This is an optimization exercise on Yosys and OpenROAD, whose aim is small area, a short achievable clock period and few clock cycles, not a production implementation.
The RTL was checked by simulation tests, not by an equivalence proof against the original design.
Power and IR drop assume default switching activity.

<file path="design/flow/design.v">
module c2mux_addr_enc (
    input  wire        clk,
    input  wire        rst,
    input  wire        start,
    input  wire [63:0] id,
    input  wire [3:0]  idlen,
    input  wire [7:0]  subid,
    input  wire        mcast,
    output reg         busy,
    output reg         done,
    output wire [47:0] addr,
    output wire        addr_valid,
    output wire [2:0]  cfgerr
);
    function [5:0] info;
        input [7:0] c;
        input       pad;
        begin
            info = pad ? 6'b111011 : {c[6], c[4:0]};
        end
    endfunction
    function [5:0] conv;
        input [5:0] h;
        begin
            conv = h[5] ? ({1'b0, h[4:0]} + 6'd9) : {2'b00, h[3:0]};
        end
    endfunction
    function valid_char;
        input [7:0] c;
        begin
            valid_char = (c[7:4] == 4'h3 && c[3:0] <= 4'd9) ||
                         (c[7:6] == 2'b01 && c[4:0] != 5'd0 && c[4:0] <= 5'd26);
        end
    endfunction
    reg [1:0] chk;
    reg       bad;
    integer   k;
    always @(*) begin
        bad = 1'b0;
        for (k = 0; k < 8; k = k + 1)
            if (k < idlen && !valid_char(id[8*k +: 8]))
                bad = 1'b1;
        if (subid[7:4] != 4'd0)
            chk = 2'd1;
        else if (idlen > 4'd8)
            chk = 2'd3;
        else if (bad)
            chk = 2'd2;
        else
            chk = 2'd0;
    end
    reg [5:0] ring [0:6];
    reg [5:0] c;
    reg [2:0] kc;           
    reg [2:0] pc;           
    reg [3:0] sub_r;
    reg       mc_r;
    reg [1:0] err_r;
    reg       ok_r;
    wire [5:0]  h    = ring[0];
    wire [11:0] t    = {h, 5'd0} + {4'd0, h, 2'd0} + {6'd0, h} + {6'd0, c};
    wire        md_a = kc < pc;
    wire        md_b = kc == pc;
    wire [5:0]  out  = md_a ? t[5:0] : (md_b ? c : h);
    wire        fin  = kc == 3'd6 && pc == 3'd7;
    integer j;
    always @(posedge clk) begin
        for (j = 0; j < 6; j = j + 1)
            ring[j] <= busy ? ring[j+1] : info(id[8*(6-j) +: 8], (6 - j) >= idlen);
        ring[6] <= busy ? out : info(id[7:0], idlen == 4'd0);
        if (!busy)
            c <= conv(info(id[63:56], idlen < 4'd8));
        else if (md_a)
            c <= t[11:6];
        else if (md_b)
            c <= conv(h);
        kc <= (!busy || kc == 3'd6) ? 3'd0 : kc + 3'd1;
        if (!busy)
            pc <= 3'd0;
        else if (kc == 3'd6)
            pc <= pc + 3'd1;
        if (!busy) begin
            sub_r <= subid[3:0];
            mc_r  <= mcast;
            err_r <= chk;
            ok_r  <= chk == 2'd0;
        end
        if (rst) begin
            busy <= 1'b0;
            done <= 1'b0;
        end else begin
            done <= busy && fin;
            busy <= busy ? !fin : start;
        end
    end
    assign addr = {ring[6][5:4], sub_r, 1'b1, mc_r, ring[6][3:0], ring[5],
                   ring[4], ring[3], ring[2], ring[1], ring[0]};
    assign addr_valid = ok_r;
    assign cfgerr     = {1'b0, err_r};
endmodule
module c2mux_act_est #(
    parameter N_SPEECH = 320
) (
    input  wire        clk,
    input  wire        rst,
    input  wire        smp_valid,
    input  wire [15:0] smp_data,
    input  wire [31:0] thr,
    output reg         done,
    output wire [39:0] sumsq,
    output reg         below
);
    localparam CNT_W = $clog2(N_SPEECH);
    reg [CNT_W-1:0] cnt;
    reg [14:0]      y;
    reg             s;
    reg             last_r;
    reg             last_q;
    reg             clr;
    reg             rst_q;
    reg [31:0]      thr_r;
    reg [34:0]      thr5;
    reg [39:0]      acc;
    reg [30:0] sq0;
    reg [30:0] sq1;
    wire take = smp_valid && !rst;
    wire last = (cnt == N_SPEECH - 1);
    always @(posedge clk) begin
        if (rst)
            cnt <= {CNT_W{1'b0}};
        else if (smp_valid)
            cnt <= last ? {CNT_W{1'b0}} : cnt + 1'b1;
        s      <= take && smp_data[15];
        y      <= take ? (smp_data[14:0] ^ {15{smp_data[15]}}) : 15'd0;
        last_r <= take && last;
        thr_r  <= thr;
        thr5   <= {3'd0, thr_r} + {1'd0, thr_r, 2'd0};
    end
    wire [39:0] acc_in = clr ? 40'd0 : acc;
    wire fs0;
    wire fc0;
    wire fs1;
    wire fc1;
    wire fs2;
    wire fc2;
    wire fs3;
    wire fc3;
    wire fs4;
    wire fc4;
    wire fs5;
    wire fc5;
    wire fs6;
    wire fc6;
    wire fs7;
    wire fc7;
    wire fs8;
    wire fc8;
    wire fs9;
    wire fc9;
    wire fs10;
    wire fc10;
    wire fs11;
    wire fc11;
    wire fs12;
    wire fc12;
    wire fs13;
    wire fc13;
    wire fs14;
    wire fc14;
    wire fs15;
    wire fc15;
    wire fs16;
    wire fc16;
    wire fs17;
    wire fc17;
    wire fs18;
    wire fc18;
    wire fs19;
    wire fc19;
    wire fs20;
    wire fc20;
    wire fs21;
    wire fc21;
    wire fs22;
    wire fc22;
    wire fs23;
    wire fc23;
    wire fs24;
    wire fc24;
    wire fs25;
    wire fc25;
    wire fs26;
    wire fc26;
    wire fs27;
    wire fc27;
    wire fs28;
    wire fc28;
    wire fs29;
    wire fc29;
    wire fs30;
    wire fc30;
    wire fs31;
    wire fc31;
    wire fs32;
    wire fc32;
    wire fs33;
    wire fc33;
    wire fs34;
    wire fc34;
    wire fs35;
    wire fc35;
    wire fs36;
    wire fc36;
    wire fs37;
    wire fc37;
    wire fs38;
    wire fc38;
    wire fs39;
    wire fc39;
    wire fs40;
    wire fc40;
    wire fs41;
    wire fc41;
    wire fs42;
    wire fc42;
    wire fs43;
    wire fc43;
    wire fs44;
    wire fc44;
    wire fs45;
    wire fc45;
    wire fs46;
    wire fc46;
    wire fs47;
    wire fc47;
    wire fs48;
    wire fc48;
    wire fs49;
    wire fc49;
    wire fs50;
    wire fc50;
    wire fs51;
    wire fc51;
    wire fs52;
    wire fc52;
    wire fs53;
    wire fc53;
    wire fs54;
    wire fc54;
    wire fs55;
    wire fc55;
    wire fs56;
    wire fc56;
    wire fs57;
    wire fc57;
    wire fs58;
    wire fc58;
    wire fs59;
    wire fc59;
    wire fs60;
    wire fc60;
    wire fs61;
    wire fc61;
    wire fs62;
    wire fc62;
    wire fs63;
    wire fc63;
    wire fs64;
    wire fc64;
    wire fs65;
    wire fc65;
    wire fs66;
    wire fc66;
    wire fs67;
    wire fc67;
    wire fs68;
    wire fc68;
    wire fs69;
    wire fc69;
    wire fs70;
    wire fc70;
    wire fs71;
    wire fc71;
    wire fs72;
    wire fc72;
    wire fs73;
    wire fc73;
    wire fs74;
    wire fc74;
    wire fs75;
    wire fc75;
    wire fs76;
    wire fc76;
    wire fs77;
    wire fc77;
    wire fs78;
    wire fc78;
    wire fs79;
    wire fc79;
    wire fs80;
    wire fc80;
    wire fs81;
    wire fc81;
    wire fs82;
    wire fc82;
    wire fs83;
    wire fc83;
    wire fs84;
    wire fc84;
    wire fs85;
    wire fc85;
    wire fs86;
    wire fc86;
    wire fs87;
    wire fc87;
    wire fs88;
    wire fc88;
    wire fs89;
    wire fc89;
    wire fs90;
    wire fc90;
    wire fs91;
    wire fc91;
    wire fs92;
    wire fc92;
    wire fs93;
    wire fc93;
    wire fs94;
    wire fc94;
    wire fs95;
    wire fc95;
    wire fs96;
    wire fc96;
    wire fs97;
    wire fc97;
    wire fs98;
    wire fc98;
    wire fs99;
    wire fc99;
    wire fs100;
    wire fc100;
    wire fs101;
    wire fc101;
    wire fs102;
    wire fc102;
    wire fs103;
    wire fc103;
    wire fs104;
    wire fc104;
    wire fs105;
    wire fc105;
    wire fs106;
    wire fc106;
    wire fs107;
    wire fc107;
    wire fs108;
    wire fc108;
    wire fs109;
    wire fc109;
    wire fs110;
    wire fc110;
    wire fs111;
    wire fc111;
    wire fs112;
    wire fc112;
    wire fs113;
    wire fc113;
    wire fs114;
    wire fc114;
    wire fs115;
    wire fc115;
    wire fs116;
    wire fc116;
    wire fs117;
    wire fc117;
    wire fs118;
    wire fc118;
    wire fs119;
    wire fc119;
    wire fs120;
    wire fc120;
    wire fs121;
    wire fc121;
    wire fs122;
    wire fc122;
    wire fs123;
    wire fc123;
    wire fs124;
    wire fc124;
    wire fs125;
    wire fc125;
    wire fs126;
    wire fc126;
    wire fs127;
    wire fc127;
    wire fs128;
    wire fc128;
    wire fs129;
    wire fc129;
    wire fs130;
    wire fc130;
    wire fs131;
    wire fc131;
    wire fs132;
    wire fc132;
    wire fs133;
    wire fc133;
    wire fs134;
    wire fc134;
    wire [39:0] xy1;
    wire [39:0] xy2;
    wire fs135;
    wire fc135;
    wire fs136;
    wire fc136;
    wire fs137;
    wire fc137;
    wire fs138;
    wire fc138;
    wire fs139;
    wire fc139;
    wire fs140;
    wire fc140;
    wire fs141;
    wire fc141;
    wire fs142;
    wire fc142;
    wire fs143;
    wire fc143;
    wire fs144;
    wire fc144;
    wire fs145;
    wire fc145;
    wire fs146;
    wire fc146;
    wire fs147;
    wire fc147;
    wire fs148;
    wire fc148;
    wire fs149;
    wire fc149;
    wire fs150;
    wire fc150;
    wire fs151;
    wire fc151;
    wire fs152;
    wire fc152;
    wire fs153;
    wire fc153;
    wire fs154;
    wire fc154;
    wire fs155;
    wire fc155;
    wire fs156;
    wire fc156;
    wire fs157;
    wire fc157;
    wire fs158;
    wire fc158;
    wire fs159;
    wire fc159;
    wire fs160;
    wire fc160;
    wire fs161;
    wire fc161;
    wire fs162;
    wire fc162;
    wire fs163;
    wire fc163;
    wire fs164;
    wire fc164;
    wire fs165;
    wire fc165;
    wire fs166;
    wire fc166;
    wire fs167;
    wire fc167;
    wire fs168;
    wire fc168;
    wire fs169;
    wire fc169;
    wire fs170;
    wire fc170;
    wire fs171;
    wire fc171;
    wire fs172;
    wire fc172;
    wire fs173;
    wire fc173;
    wire fs174;
    wire fc174;
    wire [41:0] rc1;
    wire [41:0] rc2;
    assign fs0 = y[5] ^ (s & y[9]);
    assign fc0 = y[5] & (s & y[9]);
    assign fs1 = (s & y[10]) ^ (y[0] & y[10]);
    assign fc1 = (s & y[10]) & (y[0] & y[10]);
    assign fs2 = y[6] ^ (s & y[11]) ^ (y[0] & y[11]);
    assign fc2 = (y[6] & (s & y[11])) | (y[6] & (y[0] & y[11])) | ((s & y[11]) & (y[0] & y[11]));
    assign fs3 = (y[1] & y[10]) ^ (y[2] & y[9]);
    assign fc3 = (y[1] & y[10]) & (y[2] & y[9]);
    assign fs4 = (s & y[12]) ^ (y[0] & y[12]) ^ (y[1] & y[11]);
    assign fc4 = ((s & y[12]) & (y[0] & y[12])) | ((s & y[12]) & (y[1] & y[11])) | ((y[0] & y[12]) & (y[1] & y[11]));
    assign fs5 = (y[2] & y[10]) ^ (y[3] & y[9]);
    assign fc5 = (y[2] & y[10]) & (y[3] & y[9]);
    assign fs6 = y[7] ^ (s & y[13]) ^ (y[0] & y[13]);
    assign fc6 = (y[7] & (s & y[13])) | (y[7] & (y[0] & y[13])) | ((s & y[13]) & (y[0] & y[13]));
    assign fs7 = (y[1] & y[12]) ^ (y[2] & y[11]) ^ (y[3] & y[10]);
    assign fc7 = ((y[1] & y[12]) & (y[2] & y[11])) | ((y[1] & y[12]) & (y[3] & y[10])) | ((y[2] & y[11]) & (y[3] & y[10]));
    assign fs8 = (y[4] & y[9]) ^ (y[5] & y[8]);
    assign fc8 = (y[4] & y[9]) & (y[5] & y[8]);
    assign fs9 = (s & y[14]) ^ (y[0] & y[14]) ^ (y[1] & y[13]);
    assign fc9 = ((s & y[14]) & (y[0] & y[14])) | ((s & y[14]) & (y[1] & y[13])) | ((y[0] & y[14]) & (y[1] & y[13]));
    assign fs10 = (y[2] & y[12]) ^ (y[3] & y[11]) ^ (y[4] & y[10]);
    assign fc10 = ((y[2] & y[12]) & (y[3] & y[11])) | ((y[2] & y[12]) & (y[4] & y[10])) | ((y[3] & y[11]) & (y[4] & y[10]));
    assign fs11 = (y[5] & y[9]) ^ (y[6] & y[8]);
    assign fc11 = (y[5] & y[9]) & (y[6] & y[8]);
    assign fs12 = y[8] ^ (y[1] & y[14]) ^ (y[2] & y[13]);
    assign fc12 = (y[8] & (y[1] & y[14])) | (y[8] & (y[2] & y[13])) | ((y[1] & y[14]) & (y[2] & y[13]));
    assign fs13 = (y[3] & y[12]) ^ (y[4] & y[11]) ^ (y[5] & y[10]);
    assign fc13 = ((y[3] & y[12]) & (y[4] & y[11])) | ((y[3] & y[12]) & (y[5] & y[10])) | ((y[4] & y[11]) & (y[5] & y[10]));
    assign fs14 = (y[6] & y[9]) ^ (y[7] & y[8]);
    assign fc14 = (y[6] & y[9]) & (y[7] & y[8]);
    assign fs15 = (y[2] & y[14]) ^ (y[3] & y[13]) ^ (y[4] & y[12]);
    assign fc15 = ((y[2] & y[14]) & (y[3] & y[13])) | ((y[2] & y[14]) & (y[4] & y[12])) | ((y[3] & y[13]) & (y[4] & y[12]));
    assign fs16 = (y[5] & y[11]) ^ (y[6] & y[10]);
    assign fc16 = (y[5] & y[11]) & (y[6] & y[10]);
    assign fs17 = y[9] ^ (y[3] & y[14]) ^ (y[4] & y[13]);
    assign fc17 = (y[9] & (y[3] & y[14])) | (y[9] & (y[4] & y[13])) | ((y[3] & y[14]) & (y[4] & y[13]));
    assign fs18 = (y[5] & y[12]) ^ (y[6] & y[11]);
    assign fc18 = (y[5] & y[12]) & (y[6] & y[11]);
    assign fs19 = (y[4] & y[14]) ^ (y[5] & y[13]);
    assign fc19 = (y[4] & y[14]) & (y[5] & y[13]);
    assign fs20 = y[10] ^ (y[5] & y[14]);
    assign fc20 = y[10] & (y[5] & y[14]);
    assign fs21 = y[3] ^ (s & y[5]);
    assign fc21 = y[3] & (s & y[5]);
    assign fs22 = (s & y[6]) ^ (y[0] & y[6]);
    assign fc22 = (s & y[6]) & (y[0] & y[6]);
    assign fs23 = y[4] ^ (s & y[7]) ^ (y[0] & y[7]);
    assign fc23 = (y[4] & (s & y[7])) | (y[4] & (y[0] & y[7])) | ((s & y[7]) & (y[0] & y[7]));
    assign fs24 = (y[1] & y[6]) ^ (y[2] & y[5]);
    assign fc24 = (y[1] & y[6]) & (y[2] & y[5]);
    assign fs25 = (s & y[8]) ^ (y[0] & y[8]) ^ (y[1] & y[7]);
    assign fc25 = ((s & y[8]) & (y[0] & y[8])) | ((s & y[8]) & (y[1] & y[7])) | ((y[0] & y[8]) & (y[1] & y[7]));
    assign fs26 = (y[2] & y[6]) ^ (y[3] & y[5]);
    assign fc26 = (y[2] & y[6]) & (y[3] & y[5]);
    assign fs27 = (y[0] & y[9]) ^ (y[1] & y[8]) ^ (y[2] & y[7]);
    assign fc27 = ((y[0] & y[9]) & (y[1] & y[8])) | ((y[0] & y[9]) & (y[2] & y[7])) | ((y[1] & y[8]) & (y[2] & y[7]));
    assign fs28 = (y[3] & y[6]) ^ (y[4] & y[5]) ^ fs0;
    assign fc28 = ((y[3] & y[6]) & (y[4] & y[5])) | ((y[3] & y[6]) & fs0) | ((y[4] & y[5]) & fs0);
    assign fs29 = (y[1] & y[9]) ^ (y[2] & y[8]) ^ (y[3] & y[7]);
    assign fc29 = ((y[1] & y[9]) & (y[2] & y[8])) | ((y[1] & y[9]) & (y[3] & y[7])) | ((y[2] & y[8]) & (y[3] & y[7]));
    assign fs30 = (y[4] & y[6]) ^ fc0 ^ fs1;
    assign fc30 = ((y[4] & y[6]) & fc0) | ((y[4] & y[6]) & fs1) | (fc0 & fs1);
    assign fs31 = (y[3] & y[8]) ^ (y[4] & y[7]) ^ (y[5] & y[6]);
    assign fc31 = ((y[3] & y[8]) & (y[4] & y[7])) | ((y[3] & y[8]) & (y[5] & y[6])) | ((y[4] & y[7]) & (y[5] & y[6]));
    assign fs32 = fc1 ^ fs3 ^ fs2;
    assign fc32 = (fc1 & fs3) | (fc1 & fs2) | (fs3 & fs2);
    assign fs33 = (y[4] & y[8]) ^ (y[5] & y[7]) ^ fc3;
    assign fc33 = ((y[4] & y[8]) & (y[5] & y[7])) | ((y[4] & y[8]) & fc3) | ((y[5] & y[7]) & fc3);
    assign fs34 = fs5 ^ fc2 ^ fs4;
    assign fc34 = (fs5 & fc2) | (fs5 & fs4) | (fc2 & fs4);
    assign fs35 = (y[6] & y[7]) ^ fc5 ^ fs8;
    assign fc35 = ((y[6] & y[7]) & fc5) | ((y[6] & y[7]) & fs8) | (fc5 & fs8);
    assign fs36 = fc4 ^ fs6 ^ fs7;
    assign fc36 = (fc4 & fs6) | (fc4 & fs7) | (fs6 & fs7);
    assign fs37 = fc8 ^ fs11 ^ fc6;
    assign fc37 = (fc8 & fs11) | (fc8 & fc6) | (fs11 & fc6);
    assign fs38 = fc7 ^ fs10 ^ fs9;
    assign fc38 = (fc7 & fs10) | (fc7 & fs9) | (fs10 & fs9);
    assign fs39 = fc11 ^ fs14 ^ fc10;
    assign fc39 = (fc11 & fs14) | (fc11 & fc10) | (fs14 & fc10);
    assign fs40 = fc9 ^ fs12 ^ fs13;
    assign fc40 = (fc9 & fs12) | (fc9 & fs13) | (fs12 & fs13);
    assign fs41 = (y[7] & y[9]) ^ fc14 ^ fs16;
    assign fc41 = ((y[7] & y[9]) & fc14) | ((y[7] & y[9]) & fs16) | (fc14 & fs16);
    assign fs42 = fc12 ^ fc13 ^ fs15;
    assign fc42 = (fc12 & fc13) | (fc12 & fs15) | (fc13 & fs15);
    assign fs43 = (y[7] & y[10]) ^ (y[8] & y[9]) ^ fc16;
    assign fc43 = ((y[7] & y[10]) & (y[8] & y[9])) | ((y[7] & y[10]) & fc16) | ((y[8] & y[9]) & fc16);
    assign fs44 = fs18 ^ fc15 ^ fs17;
    assign fc44 = (fs18 & fc15) | (fs18 & fs17) | (fc15 & fs17);
    assign fs45 = (y[6] & y[12]) ^ (y[7] & y[11]) ^ (y[8] & y[10]);
    assign fc45 = ((y[6] & y[12]) & (y[7] & y[11])) | ((y[6] & y[12]) & (y[8] & y[10])) | ((y[7] & y[11]) & (y[8] & y[10]));
    assign fs46 = fc18 ^ fs19 ^ fc17;
    assign fc46 = (fc18 & fs19) | (fc18 & fc17) | (fs19 & fc17);
    assign fs47 = (y[6] & y[13]) ^ (y[7] & y[12]) ^ (y[8] & y[11]);
    assign fc47 = ((y[6] & y[13]) & (y[7] & y[12])) | ((y[6] & y[13]) & (y[8] & y[11])) | ((y[7] & y[12]) & (y[8] & y[11]));
    assign fs48 = (y[9] & y[10]) ^ fc19 ^ fs20;
    assign fc48 = ((y[9] & y[10]) & fc19) | ((y[9] & y[10]) & fs20) | (fc19 & fs20);
    assign fs49 = (y[6] & y[14]) ^ (y[7] & y[13]) ^ (y[8] & y[12]);
    assign fc49 = ((y[6] & y[14]) & (y[7] & y[13])) | ((y[6] & y[14]) & (y[8] & y[12])) | ((y[7] & y[13]) & (y[8] & y[12]));
    assign fs50 = (y[9] & y[11]) ^ fc20;
    assign fc50 = (y[9] & y[11]) & fc20;
    assign fs51 = y[11] ^ (y[10] & y[11]) ^ (y[7] & y[14]);
    assign fc51 = (y[11] & (y[10] & y[11])) | (y[11] & (y[7] & y[14])) | ((y[10] & y[11]) & (y[7] & y[14]));
    assign fs52 = (y[8] & y[13]) ^ (y[9] & y[12]);
    assign fc52 = (y[8] & y[13]) & (y[9] & y[12]);
    assign fs53 = (y[10] & y[12]) ^ (y[8] & y[14]);
    assign fc53 = (y[10] & y[12]) & (y[8] & y[14]);
    assign fs54 = y[12] ^ (y[10] & y[13]);
    assign fc54 = y[12] & (y[10] & y[13]);
    assign fs55 = y[2] ^ (s & y[3]);
    assign fc55 = y[2] & (s & y[3]);
    assign fs56 = (s & y[4]) ^ (y[0] & y[4]);
    assign fc56 = (s & y[4]) & (y[0] & y[4]);
    assign fs57 = (y[0] & y[5]) ^ (y[1] & y[4]) ^ (y[2] & y[3]);
    assign fc57 = ((y[0] & y[5]) & (y[1] & y[4])) | ((y[0] & y[5]) & (y[2] & y[3])) | ((y[1] & y[4]) & (y[2] & y[3]));
    assign fs58 = (y[1] & y[5]) ^ (y[2] & y[4]) ^ fc21;
    assign fc58 = ((y[1] & y[5]) & (y[2] & y[4])) | ((y[1] & y[5]) & fc21) | ((y[2] & y[4]) & fc21);
    assign fs59 = (y[3] & y[4]) ^ fc22 ^ fs24;
    assign fc59 = ((y[3] & y[4]) & fc22) | ((y[3] & y[4]) & fs24) | (fc22 & fs24);
    assign fs60 = fc24 ^ fs26 ^ fc23;
    assign fc60 = (fc24 & fs26) | (fc24 & fc23) | (fs26 & fc23);
    assign fs61 = fc26 ^ fc25 ^ fs27;
    assign fc61 = (fc26 & fc25) | (fc26 & fs27) | (fc25 & fs27);
    assign fs62 = fc27 ^ fs29 ^ fc28;
    assign fc62 = (fc27 & fs29) | (fc27 & fc28) | (fs29 & fc28);
    assign fs63 = fc29 ^ fs31 ^ fc30;
    assign fc63 = (fc29 & fs31) | (fc29 & fc30) | (fs31 & fc30);
    assign fs64 = fc31 ^ fs33 ^ fc32;
    assign fc64 = (fc31 & fs33) | (fc31 & fc32) | (fs33 & fc32);
    assign fs65 = fc33 ^ fs35 ^ fc34;
    assign fc65 = (fc33 & fs35) | (fc33 & fc34) | (fs35 & fc34);
    assign fs66 = fc35 ^ fc36 ^ fs37;
    assign fc66 = (fc35 & fc36) | (fc35 & fs37) | (fc36 & fs37);
    assign fs67 = fc37 ^ fc38 ^ fs39;
    assign fc67 = (fc37 & fc38) | (fc37 & fs39) | (fc38 & fs39);
    assign fs68 = fs41 ^ fc39 ^ fc40;
    assign fc68 = (fs41 & fc39) | (fs41 & fc40) | (fc39 & fc40);
    assign fs69 = fc41 ^ fs43 ^ fc42;
    assign fc69 = (fc41 & fs43) | (fc41 & fc42) | (fs43 & fc42);
    assign fs70 = fs45 ^ fc43 ^ fc44;
    assign fc70 = (fs45 & fc43) | (fs45 & fc44) | (fc43 & fc44);
    assign fs71 = fc45 ^ fs47 ^ fs48;
    assign fc71 = (fc45 & fs47) | (fc45 & fs48) | (fs47 & fs48);
    assign fs72 = fc47 ^ fs49 ^ fs50;
    assign fc72 = (fc47 & fs49) | (fc47 & fs50) | (fs49 & fs50);
    assign fs73 = fs52 ^ fc49 ^ fs51;
    assign fc73 = (fs52 & fc49) | (fs52 & fs51) | (fc49 & fs51);
    assign fs74 = (y[9] & y[13]) ^ fc52 ^ fs53;
    assign fc74 = ((y[9] & y[13]) & fc52) | ((y[9] & y[13]) & fs53) | (fc52 & fs53);
    assign fs75 = (y[11] & y[12]) ^ (y[9] & y[14]) ^ fc53;
    assign fc75 = ((y[11] & y[12]) & (y[9] & y[14])) | ((y[11] & y[12]) & fc53) | ((y[9] & y[14]) & fc53);
    assign fs76 = (y[10] & y[14]) ^ (y[11] & y[13]);
    assign fc76 = (y[10] & y[14]) & (y[11] & y[13]);
    assign fs77 = y[13] ^ (y[11] & y[14]);
    assign fc77 = y[13] & (y[11] & y[14]);
    assign fs78 = y[1] ^ (s & y[1]);
    assign fc78 = y[1] & (s & y[1]);
    assign fs79 = (s & y[2]) ^ (y[0] & y[2]);
    assign fc79 = (s & y[2]) & (y[0] & y[2]);
    assign fs80 = (y[0] & y[3]) ^ (y[1] & y[2]) ^ fs55;
    assign fc80 = ((y[0] & y[3]) & (y[1] & y[2])) | ((y[0] & y[3]) & fs55) | ((y[1] & y[2]) & fs55);
    assign fs81 = (y[1] & y[3]) ^ fc55 ^ fs56;
    assign fc81 = ((y[1] & y[3]) & fc55) | ((y[1] & y[3]) & fs56) | (fc55 & fs56);
    assign fs82 = fc56 ^ fs21 ^ fs57;
    assign fc82 = (fc56 & fs21) | (fc56 & fs57) | (fs21 & fs57);
    assign fs83 = fs22 ^ fc57 ^ fs58;
    assign fc83 = (fs22 & fc57) | (fs22 & fs58) | (fc57 & fs58);
    assign fs84 = fs23 ^ fc58 ^ fs59;
    assign fc84 = (fs23 & fc58) | (fs23 & fs59) | (fc58 & fs59);
    assign fs85 = fs25 ^ fc59 ^ fs60;
    assign fc85 = (fs25 & fc59) | (fs25 & fs60) | (fc59 & fs60);
    assign fs86 = fs28 ^ fc60 ^ fs61;
    assign fc86 = (fs28 & fc60) | (fs28 & fs61) | (fc60 & fs61);
    assign fs87 = fs30 ^ fc61 ^ fs62;
    assign fc87 = (fs30 & fc61) | (fs30 & fs62) | (fc61 & fs62);
    assign fs88 = fs32 ^ fc62 ^ fs63;
    assign fc88 = (fs32 & fc62) | (fs32 & fs63) | (fc62 & fs63);
    assign fs89 = fs34 ^ fc63 ^ fs64;
    assign fc89 = (fs34 & fc63) | (fs34 & fs64) | (fc63 & fs64);
    assign fs90 = fs36 ^ fc64 ^ fs65;
    assign fc90 = (fs36 & fc64) | (fs36 & fs65) | (fc64 & fs65);
    assign fs91 = fs38 ^ fc65 ^ fs66;
    assign fc91 = (fs38 & fc65) | (fs38 & fs66) | (fc65 & fs66);
    assign fs92 = fs40 ^ fc66 ^ fs67;
    assign fc92 = (fs40 & fc66) | (fs40 & fs67) | (fc66 & fs67);
    assign fs93 = fs42 ^ fc67 ^ fs68;
    assign fc93 = (fs42 & fc67) | (fs42 & fs68) | (fc67 & fs68);
    assign fs94 = fs44 ^ fc68 ^ fs69;
    assign fc94 = (fs44 & fc68) | (fs44 & fs69) | (fc68 & fs69);
    assign fs95 = fs46 ^ fc69 ^ fs70;
    assign fc95 = (fs46 & fc69) | (fs46 & fs70) | (fc69 & fs70);
    assign fs96 = fc46 ^ fs71 ^ fc70;
    assign fc96 = (fc46 & fs71) | (fc46 & fc70) | (fs71 & fc70);
    assign fs97 = fc48 ^ fs72 ^ fc71;
    assign fc97 = (fc48 & fs72) | (fc48 & fc71) | (fs72 & fc71);
    assign fs98 = fc50 ^ fs73 ^ fc72;
    assign fc98 = (fc50 & fs73) | (fc50 & fc72) | (fs73 & fc72);
    assign fs99 = fc51 ^ fs74 ^ fc73;
    assign fc99 = (fc51 & fs74) | (fc51 & fc73) | (fs74 & fc73);
    assign fs100 = fs54 ^ fc74 ^ fs75;
    assign fc100 = (fs54 & fc74) | (fs54 & fs75) | (fc74 & fs75);
    assign fs101 = fc54 ^ fs76 ^ fc75;
    assign fc101 = (fc54 & fs76) | (fc54 & fc75) | (fs76 & fc75);
    assign fs102 = (y[12] & y[13]) ^ fc76 ^ fs77;
    assign fc102 = ((y[12] & y[13]) & fc76) | ((y[12] & y[13]) & fs77) | (fc76 & fs77);
    assign fs103 = (y[12] & y[14]) ^ fc77;
    assign fc103 = (y[12] & y[14]) & fc77;
    assign fs104 = y[14] ^ (y[13] & y[14]);
    assign fc104 = y[14] & (y[13] & y[14]);
    always @(posedge clk) begin
        sq0 <= {1'b0, fc104, fs104, fs103, fs102, fc100, fs100, fs99, fs98, fs97, fc95, fc94, fc93, fc92, fc91, fc90, fc89, fc88, fc87, fc86, fc85, fc84, fc83, fc82, fc81, fc80, fc79, fc78, (y[0] & y[1]), (s & y[0]), s};
        sq1 <= {1'b0, 1'b0, fc103, fc102, fc101, fs101, fc99, fc98, fc97, fc96, fs96, fs95, fs94, fs93, fs92, fs91, fs90, fs89, fs88, fs87, fs86, fs85, fs84, fs83, fs82, fs81, fs80, fs79, fs78, 1'b0, y[0]};
    end
    assign fs105 = sq0[0] ^ sq1[0];
    assign fc105 = sq0[0] & sq1[0];
    assign fs106 = sq0[1] ^ acc_in[1];
    assign fc106 = sq0[1] & acc_in[1];
    assign fs107 = sq0[2] ^ sq1[2] ^ acc_in[2];
    assign fc107 = (sq0[2] & sq1[2]) | (sq0[2] & acc_in[2]) | (sq1[2] & acc_in[2]);
    assign fs108 = sq0[3] ^ sq1[3] ^ acc_in[3];
    assign fc108 = (sq0[3] & sq1[3]) | (sq0[3] & acc_in[3]) | (sq1[3] & acc_in[3]);
    assign fs109 = sq0[4] ^ sq1[4] ^ acc_in[4];
    assign fc109 = (sq0[4] & sq1[4]) | (sq0[4] & acc_in[4]) | (sq1[4] & acc_in[4]);
    assign fs110 = sq0[5] ^ sq1[5] ^ acc_in[5];
    assign fc110 = (sq0[5] & sq1[5]) | (sq0[5] & acc_in[5]) | (sq1[5] & acc_in[5]);
    assign fs111 = sq0[6] ^ sq1[6] ^ acc_in[6];
    assign fc111 = (sq0[6] & sq1[6]) | (sq0[6] & acc_in[6]) | (sq1[6] & acc_in[6]);
    assign fs112 = sq0[7] ^ sq1[7] ^ acc_in[7];
    assign fc112 = (sq0[7] & sq1[7]) | (sq0[7] & acc_in[7]) | (sq1[7] & acc_in[7]);
    assign fs113 = sq0[8] ^ sq1[8] ^ acc_in[8];
    assign fc113 = (sq0[8] & sq1[8]) | (sq0[8] & acc_in[8]) | (sq1[8] & acc_in[8]);
    assign fs114 = sq0[9] ^ sq1[9] ^ acc_in[9];
    assign fc114 = (sq0[9] & sq1[9]) | (sq0[9] & acc_in[9]) | (sq1[9] & acc_in[9]);
    assign fs115 = sq0[10] ^ sq1[10] ^ acc_in[10];
    assign fc115 = (sq0[10] & sq1[10]) | (sq0[10] & acc_in[10]) | (sq1[10] & acc_in[10]);
    assign fs116 = sq0[11] ^ sq1[11] ^ acc_in[11];
    assign fc116 = (sq0[11] & sq1[11]) | (sq0[11] & acc_in[11]) | (sq1[11] & acc_in[11]);
    assign fs117 = sq0[12] ^ sq1[12] ^ acc_in[12];
    assign fc117 = (sq0[12] & sq1[12]) | (sq0[12] & acc_in[12]) | (sq1[12] & acc_in[12]);
    assign fs118 = sq0[13] ^ sq1[13] ^ acc_in[13];
    assign fc118 = (sq0[13] & sq1[13]) | (sq0[13] & acc_in[13]) | (sq1[13] & acc_in[13]);
    assign fs119 = sq0[14] ^ sq1[14] ^ acc_in[14];
    assign fc119 = (sq0[14] & sq1[14]) | (sq0[14] & acc_in[14]) | (sq1[14] & acc_in[14]);
    assign fs120 = sq0[15] ^ sq1[15] ^ acc_in[15];
    assign fc120 = (sq0[15] & sq1[15]) | (sq0[15] & acc_in[15]) | (sq1[15] & acc_in[15]);
    assign fs121 = sq0[16] ^ sq1[16] ^ acc_in[16];
    assign fc121 = (sq0[16] & sq1[16]) | (sq0[16] & acc_in[16]) | (sq1[16] & acc_in[16]);
    assign fs122 = sq0[17] ^ sq1[17] ^ acc_in[17];
    assign fc122 = (sq0[17] & sq1[17]) | (sq0[17] & acc_in[17]) | (sq1[17] & acc_in[17]);
    assign fs123 = sq0[18] ^ sq1[18] ^ acc_in[18];
    assign fc123 = (sq0[18] & sq1[18]) | (sq0[18] & acc_in[18]) | (sq1[18] & acc_in[18]);
    assign fs124 = sq0[19] ^ sq1[19] ^ acc_in[19];
    assign fc124 = (sq0[19] & sq1[19]) | (sq0[19] & acc_in[19]) | (sq1[19] & acc_in[19]);
    assign fs125 = sq0[20] ^ sq1[20] ^ acc_in[20];
    assign fc125 = (sq0[20] & sq1[20]) | (sq0[20] & acc_in[20]) | (sq1[20] & acc_in[20]);
    assign fs126 = sq0[21] ^ sq1[21] ^ acc_in[21];
    assign fc126 = (sq0[21] & sq1[21]) | (sq0[21] & acc_in[21]) | (sq1[21] & acc_in[21]);
    assign fs127 = sq0[22] ^ sq1[22] ^ acc_in[22];
    assign fc127 = (sq0[22] & sq1[22]) | (sq0[22] & acc_in[22]) | (sq1[22] & acc_in[22]);
    assign fs128 = sq0[23] ^ sq1[23] ^ acc_in[23];
    assign fc128 = (sq0[23] & sq1[23]) | (sq0[23] & acc_in[23]) | (sq1[23] & acc_in[23]);
    assign fs129 = sq0[24] ^ sq1[24] ^ acc_in[24];
    assign fc129 = (sq0[24] & sq1[24]) | (sq0[24] & acc_in[24]) | (sq1[24] & acc_in[24]);
    assign fs130 = sq0[25] ^ sq1[25] ^ acc_in[25];
    assign fc130 = (sq0[25] & sq1[25]) | (sq0[25] & acc_in[25]) | (sq1[25] & acc_in[25]);
    assign fs131 = sq0[26] ^ sq1[26] ^ acc_in[26];
    assign fc131 = (sq0[26] & sq1[26]) | (sq0[26] & acc_in[26]) | (sq1[26] & acc_in[26]);
    assign fs132 = sq0[27] ^ sq1[27] ^ acc_in[27];
    assign fc132 = (sq0[27] & sq1[27]) | (sq0[27] & acc_in[27]) | (sq1[27] & acc_in[27]);
    assign fs133 = sq0[28] ^ sq1[28] ^ acc_in[28];
    assign fc133 = (sq0[28] & sq1[28]) | (sq0[28] & acc_in[28]) | (sq1[28] & acc_in[28]);
    assign fs134 = sq0[29] ^ acc_in[29];
    assign fc134 = sq0[29] & acc_in[29];
    assign xy1 = {acc_in[39], acc_in[38], acc_in[37], acc_in[36], acc_in[35], acc_in[34], acc_in[33], acc_in[32], acc_in[31], acc_in[30], fs134, fc132, fc131, fc130, fc129, fc128, fc127, fc126, fc125, fc124, fc123, fc122, fc121, fc120, fc119, fc118, fc117, fc116, fc115, fc114, fc113, fc112, fc111, fc110, fc109, fc108, fc107, fc106, fc105, acc_in[0]};
    assign xy2 = {1'b0, 1'b0, 1'b0, 1'b0, 1'b0, 1'b0, 1'b0, 1'b0, 1'b0, fc134, fc133, fs133, fs132, fs131, fs130, fs129, fs128, fs127, fs126, fs125, fs124, fs123, fs122, fs121, fs120, fs119, fs118, fs117, fs116, fs115, fs114, fs113, fs112, fs111, fs110, fs109, fs108, fs107, fs106, fs105};
    wire [39:0] acc_nxt = xy1 + xy2;
    assign fs135 = 1'b1 ^ xy1[0] ^ xy2[0];
    assign fc135 = (1'b1 & xy1[0]) | (1'b1 & xy2[0]) | (xy1[0] & xy2[0]);
    assign fs136 = 1'b1 ^ xy1[1] ^ xy2[1];
    assign fc136 = (1'b1 & xy1[1]) | (1'b1 & xy2[1]) | (xy1[1] & xy2[1]);
    assign fs137 = 1'b1 ^ xy1[2] ^ xy2[2];
    assign fc137 = (1'b1 & xy1[2]) | (1'b1 & xy2[2]) | (xy1[2] & xy2[2]);
    assign fs138 = 1'b1 ^ xy1[3] ^ xy2[3];
    assign fc138 = (1'b1 & xy1[3]) | (1'b1 & xy2[3]) | (xy1[3] & xy2[3]);
    assign fs139 = 1'b1 ^ xy1[4] ^ xy2[4];
    assign fc139 = (1'b1 & xy1[4]) | (1'b1 & xy2[4]) | (xy1[4] & xy2[4]);
    assign fs140 = ~thr5[0] ^ xy1[5] ^ xy2[5];
    assign fc140 = (~thr5[0] & xy1[5]) | (~thr5[0] & xy2[5]) | (xy1[5] & xy2[5]);
    assign fs141 = ~thr5[1] ^ xy1[6] ^ xy2[6];
    assign fc141 = (~thr5[1] & xy1[6]) | (~thr5[1] & xy2[6]) | (xy1[6] & xy2[6]);
    assign fs142 = ~thr5[2] ^ xy1[7] ^ xy2[7];
    assign fc142 = (~thr5[2] & xy1[7]) | (~thr5[2] & xy2[7]) | (xy1[7] & xy2[7]);
    assign fs143 = ~thr5[3] ^ xy1[8] ^ xy2[8];
    assign fc143 = (~thr5[3] & xy1[8]) | (~thr5[3] & xy2[8]) | (xy1[8] & xy2[8]);
    assign fs144 = ~thr5[4] ^ xy1[9] ^ xy2[9];
    assign fc144 = (~thr5[4] & xy1[9]) | (~thr5[4] & xy2[9]) | (xy1[9] & xy2[9]);
    assign fs145 = ~thr5[5] ^ xy1[10] ^ xy2[10];
    assign fc145 = (~thr5[5] & xy1[10]) | (~thr5[5] & xy2[10]) | (xy1[10] & xy2[10]);
    assign fs146 = ~thr5[6] ^ xy1[11] ^ xy2[11];
    assign fc146 = (~thr5[6] & xy1[11]) | (~thr5[6] & xy2[11]) | (xy1[11] & xy2[11]);
    assign fs147 = ~thr5[7] ^ xy1[12] ^ xy2[12];
    assign fc147 = (~thr5[7] & xy1[12]) | (~thr5[7] & xy2[12]) | (xy1[12] & xy2[12]);
    assign fs148 = ~thr5[8] ^ xy1[13] ^ xy2[13];
    assign fc148 = (~thr5[8] & xy1[13]) | (~thr5[8] & xy2[13]) | (xy1[13] & xy2[13]);
    assign fs149 = ~thr5[9] ^ xy1[14] ^ xy2[14];
    assign fc149 = (~thr5[9] & xy1[14]) | (~thr5[9] & xy2[14]) | (xy1[14] & xy2[14]);
    assign fs150 = ~thr5[10] ^ xy1[15] ^ xy2[15];
    assign fc150 = (~thr5[10] & xy1[15]) | (~thr5[10] & xy2[15]) | (xy1[15] & xy2[15]);
    assign fs151 = ~thr5[11] ^ xy1[16] ^ xy2[16];
    assign fc151 = (~thr5[11] & xy1[16]) | (~thr5[11] & xy2[16]) | (xy1[16] & xy2[16]);
    assign fs152 = ~thr5[12] ^ xy1[17] ^ xy2[17];
    assign fc152 = (~thr5[12] & xy1[17]) | (~thr5[12] & xy2[17]) | (xy1[17] & xy2[17]);
    assign fs153 = ~thr5[13] ^ xy1[18] ^ xy2[18];
    assign fc153 = (~thr5[13] & xy1[18]) | (~thr5[13] & xy2[18]) | (xy1[18] & xy2[18]);
    assign fs154 = ~thr5[14] ^ xy1[19] ^ xy2[19];
    assign fc154 = (~thr5[14] & xy1[19]) | (~thr5[14] & xy2[19]) | (xy1[19] & xy2[19]);
    assign fs155 = ~thr5[15] ^ xy1[20] ^ xy2[20];
    assign fc155 = (~thr5[15] & xy1[20]) | (~thr5[15] & xy2[20]) | (xy1[20] & xy2[20]);
    assign fs156 = ~thr5[16] ^ xy1[21] ^ xy2[21];
    assign fc156 = (~thr5[16] & xy1[21]) | (~thr5[16] & xy2[21]) | (xy1[21] & xy2[21]);
    assign fs157 = ~thr5[17] ^ xy1[22] ^ xy2[22];
    assign fc157 = (~thr5[17] & xy1[22]) | (~thr5[17] & xy2[22]) | (xy1[22] & xy2[22]);
    assign fs158 = ~thr5[18] ^ xy1[23] ^ xy2[23];
    assign fc158 = (~thr5[18] & xy1[23]) | (~thr5[18] & xy2[23]) | (xy1[23] & xy2[23]);
    assign fs159 = ~thr5[19] ^ xy1[24] ^ xy2[24];
    assign fc159 = (~thr5[19] & xy1[24]) | (~thr5[19] & xy2[24]) | (xy1[24] & xy2[24]);
    assign fs160 = ~thr5[20] ^ xy1[25] ^ xy2[25];
    assign fc160 = (~thr5[20] & xy1[25]) | (~thr5[20] & xy2[25]) | (xy1[25] & xy2[25]);
    assign fs161 = ~thr5[21] ^ xy1[26] ^ xy2[26];
    assign fc161 = (~thr5[21] & xy1[26]) | (~thr5[21] & xy2[26]) | (xy1[26] & xy2[26]);
    assign fs162 = ~thr5[22] ^ xy1[27] ^ xy2[27];
    assign fc162 = (~thr5[22] & xy1[27]) | (~thr5[22] & xy2[27]) | (xy1[27] & xy2[27]);
    assign fs163 = ~thr5[23] ^ xy1[28] ^ xy2[28];
    assign fc163 = (~thr5[23] & xy1[28]) | (~thr5[23] & xy2[28]) | (xy1[28] & xy2[28]);
    assign fs164 = ~thr5[24] ^ xy1[29] ^ xy2[29];
    assign fc164 = (~thr5[24] & xy1[29]) | (~thr5[24] & xy2[29]) | (xy1[29] & xy2[29]);
    assign fs165 = ~thr5[25] ^ xy1[30] ^ xy2[30];
    assign fc165 = (~thr5[25] & xy1[30]) | (~thr5[25] & xy2[30]) | (xy1[30] & xy2[30]);
    assign fs166 = ~thr5[26] ^ xy1[31] ^ xy2[31];
    assign fc166 = (~thr5[26] & xy1[31]) | (~thr5[26] & xy2[31]) | (xy1[31] & xy2[31]);
    assign fs167 = ~thr5[27] ^ xy1[32] ^ xy2[32];
    assign fc167 = (~thr5[27] & xy1[32]) | (~thr5[27] & xy2[32]) | (xy1[32] & xy2[32]);
    assign fs168 = ~thr5[28] ^ xy1[33] ^ xy2[33];
    assign fc168 = (~thr5[28] & xy1[33]) | (~thr5[28] & xy2[33]) | (xy1[33] & xy2[33]);
    assign fs169 = ~thr5[29] ^ xy1[34] ^ xy2[34];
    assign fc169 = (~thr5[29] & xy1[34]) | (~thr5[29] & xy2[34]) | (xy1[34] & xy2[34]);
    assign fs170 = ~thr5[30] ^ xy1[35] ^ xy2[35];
    assign fc170 = (~thr5[30] & xy1[35]) | (~thr5[30] & xy2[35]) | (xy1[35] & xy2[35]);
    assign fs171 = ~thr5[31] ^ xy1[36] ^ xy2[36];
    assign fc171 = (~thr5[31] & xy1[36]) | (~thr5[31] & xy2[36]) | (xy1[36] & xy2[36]);
    assign fs172 = ~thr5[32] ^ xy1[37] ^ xy2[37];
    assign fc172 = (~thr5[32] & xy1[37]) | (~thr5[32] & xy2[37]) | (xy1[37] & xy2[37]);
    assign fs173 = ~thr5[33] ^ xy1[38] ^ xy2[38];
    assign fc173 = (~thr5[33] & xy1[38]) | (~thr5[33] & xy2[38]) | (xy1[38] & xy2[38]);
    assign fs174 = ~thr5[34] ^ xy1[39] ^ xy2[39];
    assign fc174 = (~thr5[34] & xy1[39]) | (~thr5[34] & xy2[39]) | (xy1[39] & xy2[39]);
    assign rc1 = {1'b1, 1'b1, fc173, fc172, fc171, fc170, fc169, fc168, fc167, fc166, fc165, fc164, fc163, fc162, fc161, fc160, fc159, fc158, fc157, fc156, fc155, fc154, fc153, fc152, fc151, fc150, fc149, fc148, fc147, fc146, fc145, fc144, fc143, fc142, fc141, fc140, fc139, fc138, fc137, fc136, fc135, 1'b1};
    assign rc2 = {1'b0, fc174, fs174, fs173, fs172, fs171, fs170, fs169, fs168, fs167, fs166, fs165, fs164, fs163, fs162, fs161, fs160, fs159, fs158, fs157, fs156, fs155, fs154, fs153, fs152, fs151, fs150, fs149, fs148, fs147, fs146, fs145, fs144, fs143, fs142, fs141, fs140, fs139, fs138, fs137, fs136, fs135};
    wire [41:0] dc = rc1 + rc2;
    always @(posedge clk) begin
        last_q <= !rst && last_r;
        acc    <= acc_nxt;
        rst_q  <= rst;
        clr    <= rst || rst_q || last_q;
        done   <= !rst && last_q;
        below  <= dc[41];
    end
    assign sumsq = acc;
endmodule
module c2mux_dp (
    input  wire        clk,
    input  wire        rst,           
    input  wire        enc_start,     
    input  wire [63:0] enc_id,        
    input  wire [3:0]  enc_idlen,
    input  wire [7:0]  enc_subid,     
    input  wire        enc_mcast,
    output wire        enc_busy,
    output wire        enc_done,
    output wire [47:0] addr,          
    output wire        addr_valid,
    output wire [2:0]  cfgerr,
    input  wire        smp_valid,
    input  wire [15:0] smp_data,      
    input  wire [31:0] thr,           
    output wire        est_done,
    output wire [39:0] sumsq,
    output wire        est_data       
);
    c2mux_addr_enc u_enc (
        .clk        (clk),
        .rst        (rst),
        .start      (enc_start),
        .id         (enc_id),
        .idlen      (enc_idlen),
        .subid      (enc_subid),
        .mcast      (enc_mcast),
        .busy       (enc_busy),
        .done       (enc_done),
        .addr       (addr),
        .addr_valid (addr_valid),
        .cfgerr     (cfgerr)
    );
    c2mux_act_est #(.N_SPEECH(320)) u_est (
        .clk       (clk),
        .rst       (rst),
        .smp_valid (smp_valid),
        .smp_data  (smp_data),
        .thr       (thr),
        .done      (est_done),
        .sumsq     (sumsq),
        .below     (est_data)
    );
endmodule
</file>
<file path="design/flow/flow/run.sh">
#!/bin/bash
# Layout flow: the standard ORFS flow (standard.sh), with two changes to
# how the layout is made:
#  - ports are buffered with sky130_fd_sc_hd__buf_2 instead of the default
#    delay cell chosen by buffer_ports (still one buffer on every port);
#  - timing repair aims for more setup slack than the 10 ns clock needs.
# The clock period, SDC, synthesis, floorplan, power grid and tap cells are
# the standard flow's own. Each tool's output goes to the ORFS logs under orfs/logs and
# to flow.log here.
set -uo pipefail
bash standard.sh \
  BUFFER_PORTS_ARGS="-buffer_cell sky130_fd_sc_hd__buf_2" \
  SETUP_SLACK_MARGIN=6.5 \
  finish > flow.log 2>&1
st=$?
mkdir -p logs
cp -r orfs/logs/. logs/ 2>/dev/null || true
exit $st
</file>
<file path="design/flow/standard.sh">
#!/bin/bash
# synth_recipe.tcl (not shown) runs the flow's synth.tcl, then flattens the netlist and writes it again
# the make line also repeats each setting of config.mk as NAME=value (left out here)
make -C /OpenROAD-flow-scripts/flow DESIGN_CONFIG=/design/flow/config.mk WORK_HOME=/design/flow/orfs CLKGATE_MAP_FILE= SYNTH_SCRIPT=/design/flow/synth_recipe.tcl "${@:-finish}"
</file>
<file path="design/flow/config.mk">
export PLATFORM = sky130hd
export DESIGN_NAME = c2mux_dp
export DESIGN_NICKNAME = c2mux_dp
export VERILOG_FILES = /design/flow/design.v
export SDC_FILE = /design/flow/constraint.sdc
export NUM_CORES = 4
export LEC_CHECK = 0
export CAP_MARGIN = 20
export CORE_MARGIN = 2
export CORE_UTILIZATION = 60
export CTS_BUF_LIST = sky130_fd_sc_hd__clkbuf_8 sky130_fd_sc_hd__clkbuf_16
export CTS_CLUSTER_DIAMETER = 100
export CTS_CLUSTER_SIZE = 30
export SLEW_MARGIN = 20
</file>
<file path="design/flow/constraint.sdc">
create_clock -name core_clock -period 10.0 [get_ports {clk}]
set_input_delay 2.0000 -clock core_clock [delete_from_list [all_inputs] [get_ports {clk}]]
set_output_delay 2.0000 -clock core_clock [all_outputs]
set_load 0.01 [all_outputs]
</file>
==> impl_metrics.py <==
metrics = {
    "sta": {
        "worst_slew_pin_slew_ns": 0.972,
        "setup_viol": 0,
        "period_share": 0.361,
        "clock_skew_ns": 0.0157,
        "post-route-min-period_ns": 3.61,
        "maxSlewViolCount": 0,
        "hold_viol_final": 0,
        "timing.fmax_mhz": 277,
        "setup_ws_ns": 6.39,
        "worst_hold_slack_ns": 0.411,
        "final.setup.tns_ns": 0,
        "slew_headroom": 0.344,
        "rsz0062_at_grt": "yes",
    },
    "synthesis": {
        "syn-num-nets": 2280,
        "synth-compound-area-share": 0.125,
        "ys_seq_elements": 260,
        "synth_mux_area_frac": 0.00702,
        "synth_edf_count": 14,
        "ys_warn_count": 3,
        "yosysUniqueCellTypes": 63,
        "synth-seq-area-share": 0.312,
        "synth.cell_area_um2": 17100,
        "synth-xor-area-share": 0.0496,
        "postSynthCellCount": 1842,
        "synthAdderAreaFrac": 0.287,
        "syn_avg_cell_area_um2": 9.29,
        "synth_top_family_by_area": "adder cells",
        "synthFlopType": "dfxtp_1",
        "yosys.area_share.simple": 0.140,
        "synthArstFlopShare": 0,
    },
    "placed_design": {
        "dp_slack_ns": 6.13,
        "dp_hpwl_mm": 32.9,
        "gp_congestion": 0.939,
        "portBuffers": 222,
    },
    "detailed_routing": {
        "vias": 13200,
        "routed_wl_mm": 42.5,
        "drt_iter0_drc": 694,
        "drt-pass1-iter-count": 5,
        "antenna_left": 0,
        "viasPerCell": 5.41,
        "drcViolationCount": 0,
        "routedWlPerCell_um": 17.4,
    },
    "cts": {
        "clock_latency_ns": 0.49,
        "ctsLongestPathBuffers": 3,
        "cts.sinks": 260,
        "cts_buffers": 13,
        "clkTransAtPathRegs_ns": 0.12,
        "tritoncts": "done",
        "cts-root-buf": "clkbuf_16",
        "htree_levels": 1,
    },
    "layout": {
        "layout-drive-gt1-share": 0.166,
        "final_cell_mix": "303 x inv_1, 240 x dfxtp_1, 222 x buf_2, 158 x ha_1, 134 x fa_1",
        "area_growth_pct": 14.6,
        "nets": 2494,
        "n_fill_cell": 2281,
        "layout_commonest_cell": "inv_1",
        "multi_input_area_um2": 10800,
        "seqCellArea_um2": 5360,
        "diodes": 0,
    },
    "min_path": {
        "hold_depth": 0,
        "hold_path_class": "register to register",
    },
    "job": {
        "maxCapViolations": 0,
    },
    "floorplan": {
        "rows": 61,
        "start_util": 0.613,
        "coreArea_um2": 27900,
        "io_pins": 225,
        "die_w_um": 173,
        "die_h_um": 173,
        "dieArea_um2": 29900,
    },
    "setup_path": {
        "end_kind": "register",
        "reg2regPathDepth": 15,
        "worst_path_most_repeated_cell": "buf_12",
        "slowest_stage": "fa_1",
        "cp_max_fo": 5,
        "crit_buf_inv": 3,
        "path_class": "register to register",
        "cp_cell_sequence": "buf_12 > nand2b_4 > fa_1 > inv_1 > ha_4 > and2_1 > a21o_1 > a31oi_1 > o21ai_2 > a311o_2 > buf_12 > a21oi_4 > o21bai_4 > a211oi_2 > xnor2_1",
        "crit_path_start_kind": "register",
        "slowest_delay_ns": 0.54,
        "required_ns": 10.42,
        "worstPathArrival_ns": 4.04,
        "crit_cells": 15,
        "critPathTopFamily": "compound AO/OA/AOI/OAI gates",
    },
    "grt": {
        "grt_pass1_vias": 13400,
        "grt_max_degree": 58,
        "gr-usage-all-layers": 0.279,
        "grt_overflow": 0,
        "grt_pass1_wl_mm": 67.8,
        "antenna_found_initial": 0,
    },
    "outcome": {
        "outcome": "no timing/DRC/antenna violations",
    },
    "power_and_ir_drop": {
        "p_leak_nw": 9.81,
        "ir_drop_v": 0.000108,
        "pwr_density_cell_nw_per_um2": 133,
    },
}
==> cell usage after synthesis (4+ instances only) <==
cell type | instances | area, µm²
o21a_1 | 12 | 90.1
xnor2_1 | 65 | 569
o22a_1 | 20 | 175
o211ai_1 | 9 | 67.6
ha_1 | 170 | 2130
o31a_1 | 4 | 35.0
and3_1 | 9 | 56.3
nor3_1 | 19 | 95.1
a221oi_1 | 4 | 35.0
o21ai_0 | 87 | 435
o22ai_1 | 5 | 31.3
a21oi_2 | 4 | 35.0
a31oi_1 | 8 | 50.1
a21oi_1 | 87 | 435
xor2_1 | 32 | 280
and2_1 | 104 | 651
nand4_1 | 21 | 131
inv_1 | 303 | 1140
nor2b_1 | 29 | 181
fa_1 | 139 | 2780
o21bai_1 | 10 | 75.1
a211oi_1 | 13 | 97.6
nand3_1 | 20 | 100
nand2b_1 | 43 | 269
dfxtp_1 | 246 | 4920
nor2_1 | 89 | 334
a21o_1 | 39 | 293
nand2_1 | 121 | 454
nor4_1 | 5 | 31.3
o31ai_1 | 4 | 30.0
mux2i_1 | 12 | 120
clkbuf_1 | 49 | 184
edfxtp_1 | 14 | 420
a211o_1 | 4 | 35.0
==> cell families (layout without fill, tap and decap cells) <==
family          after synthesis  in the layout
mux                          12             12
flops                       260            260
other cells                   2              2
xor+xnor                     97             97
compound gates              333            333
simple gates                472            472
fa+ha+maj                   309            309
buf+inv                     357            577
==> power breakdown <==
part	switching [mW]	internal [mW]
clock network	0.352	0.274
registers	0.0928	1.14
logic	0.413	0.327
==> per-stage QoR <==
step,instances,area [µm²],total power [mW],utilization
2_1_floorplan,1842,17100,1.71,-
3_3_place_gp,2391,18500,1.93,0.663
3_5_place_dp,2391,18500,1.95,0.663
4_1_cts,2422,19200,2.59,0.686
5_1_grt,2440,19600,2.76,0.702
6_report,2440,19600,2.60,0.702
==> cell type report <==
cell class | count | area share
Timing Repair Buffer | 253 | 0.0737
Clock inverter | 8 | 0.00427
Multi-Input combinational cell | 1225 | 0.550
Sequential cell | 260 | 0.273
Inverter | 303 | 0.0580
Clock buffer | 13 | 0.0166
Tap cell | 378 | 0.0241
==> worst reg2reg max path, cell delays in order, from the launching register on <==
cell      delay, ns
dfxtp_4        0.42
buf_12         0.16
nand2b_4       0.14
fa_1           0.54
inv_1          0.09
ha_4           0.27
and2_1         0.17
a21o_1         0.18
a31oi_1        0.21
o21ai_2        0.12
a311o_2        0.46
buf_12         0.15
a21oi_4        0.17
o21bai_4       0.08
a211oi_2       0.25
xnor2_1        0.15
==> per-layer routing <==
metal | up-vias | wire length (µm) | global-route usage
met5 | - | 0 | 0
met4 | 0 | 1160 | 0.0710
met3 | 77 | 2450 | 0.0378
met2 | 415 | 20800 | 0.495
met1 | 6302 | 18100 | 0.360
li1 | 6396 | - | -
==> state kept, by name, indices dropped and copies added (netlist names), 2 cells and up <==
name,count
u_enc.c,6
u_enc.err_r,2
u_enc.kc,3
u_enc.pc,3
u_enc.ring,42
u_enc.sub_r,4
u_est.acc,40
u_est.cnt,9
u_est.sq0,30
u_est.sq1,28
u_est.thr5,35
u_est.thr_r,32
u_est.y,15
==> repair_timing <==
action / in CTS / in global routing
gates resized for setup: 22 / 62
hold buffers: 0 / 0
setup buffers: 9 / 16
pin swaps: 16 / 38
setup endpoints to repair: 20 / 23
cloned: 1 / 2
==> worst paths after layout <==
check / start / to / slack (ns)
max: u_est.clr / u_est.acc[26] / 6.39
min: u_est.thr_r[0] / u_est.thr5[0] / 0.41
max reg2reg: u_est.clr / u_est.acc[26] / 6.39
min reg2reg: u_est.thr_r[0] / u_est.thr5[0] / 0.41
Testbench counts, summed over its fixed seeds: cycles 10,256.

[static timing again, ports no longer ideal]
The results above use ideal ports. As a check the final layout listed here was re-extracted and re-timed, cells and wires unchanged.
Step 1 assumes that a clkbuf_16 drives the clock port and a buf_2 every other input.
Step 2 moves the port delays by t, midway between the first and last clock arrival at a register: inputs arrive t later, outputs are due t later. That takes back most of the time a late clock gives input paths.
a / b / c = ideal ports / drivers / drivers and shift; a / b = the first two.
t, ns: 0.534
slack for setup (ns): 6.385 / 6.385 / 6.240
slew at the worst register clock pin (ns): 0.12 / 0.12
After both steps setup and hold are still met in this run. For this run, drivers alone change the setup slack by 0.000 ns; drivers and shift together by -0.145 ns.
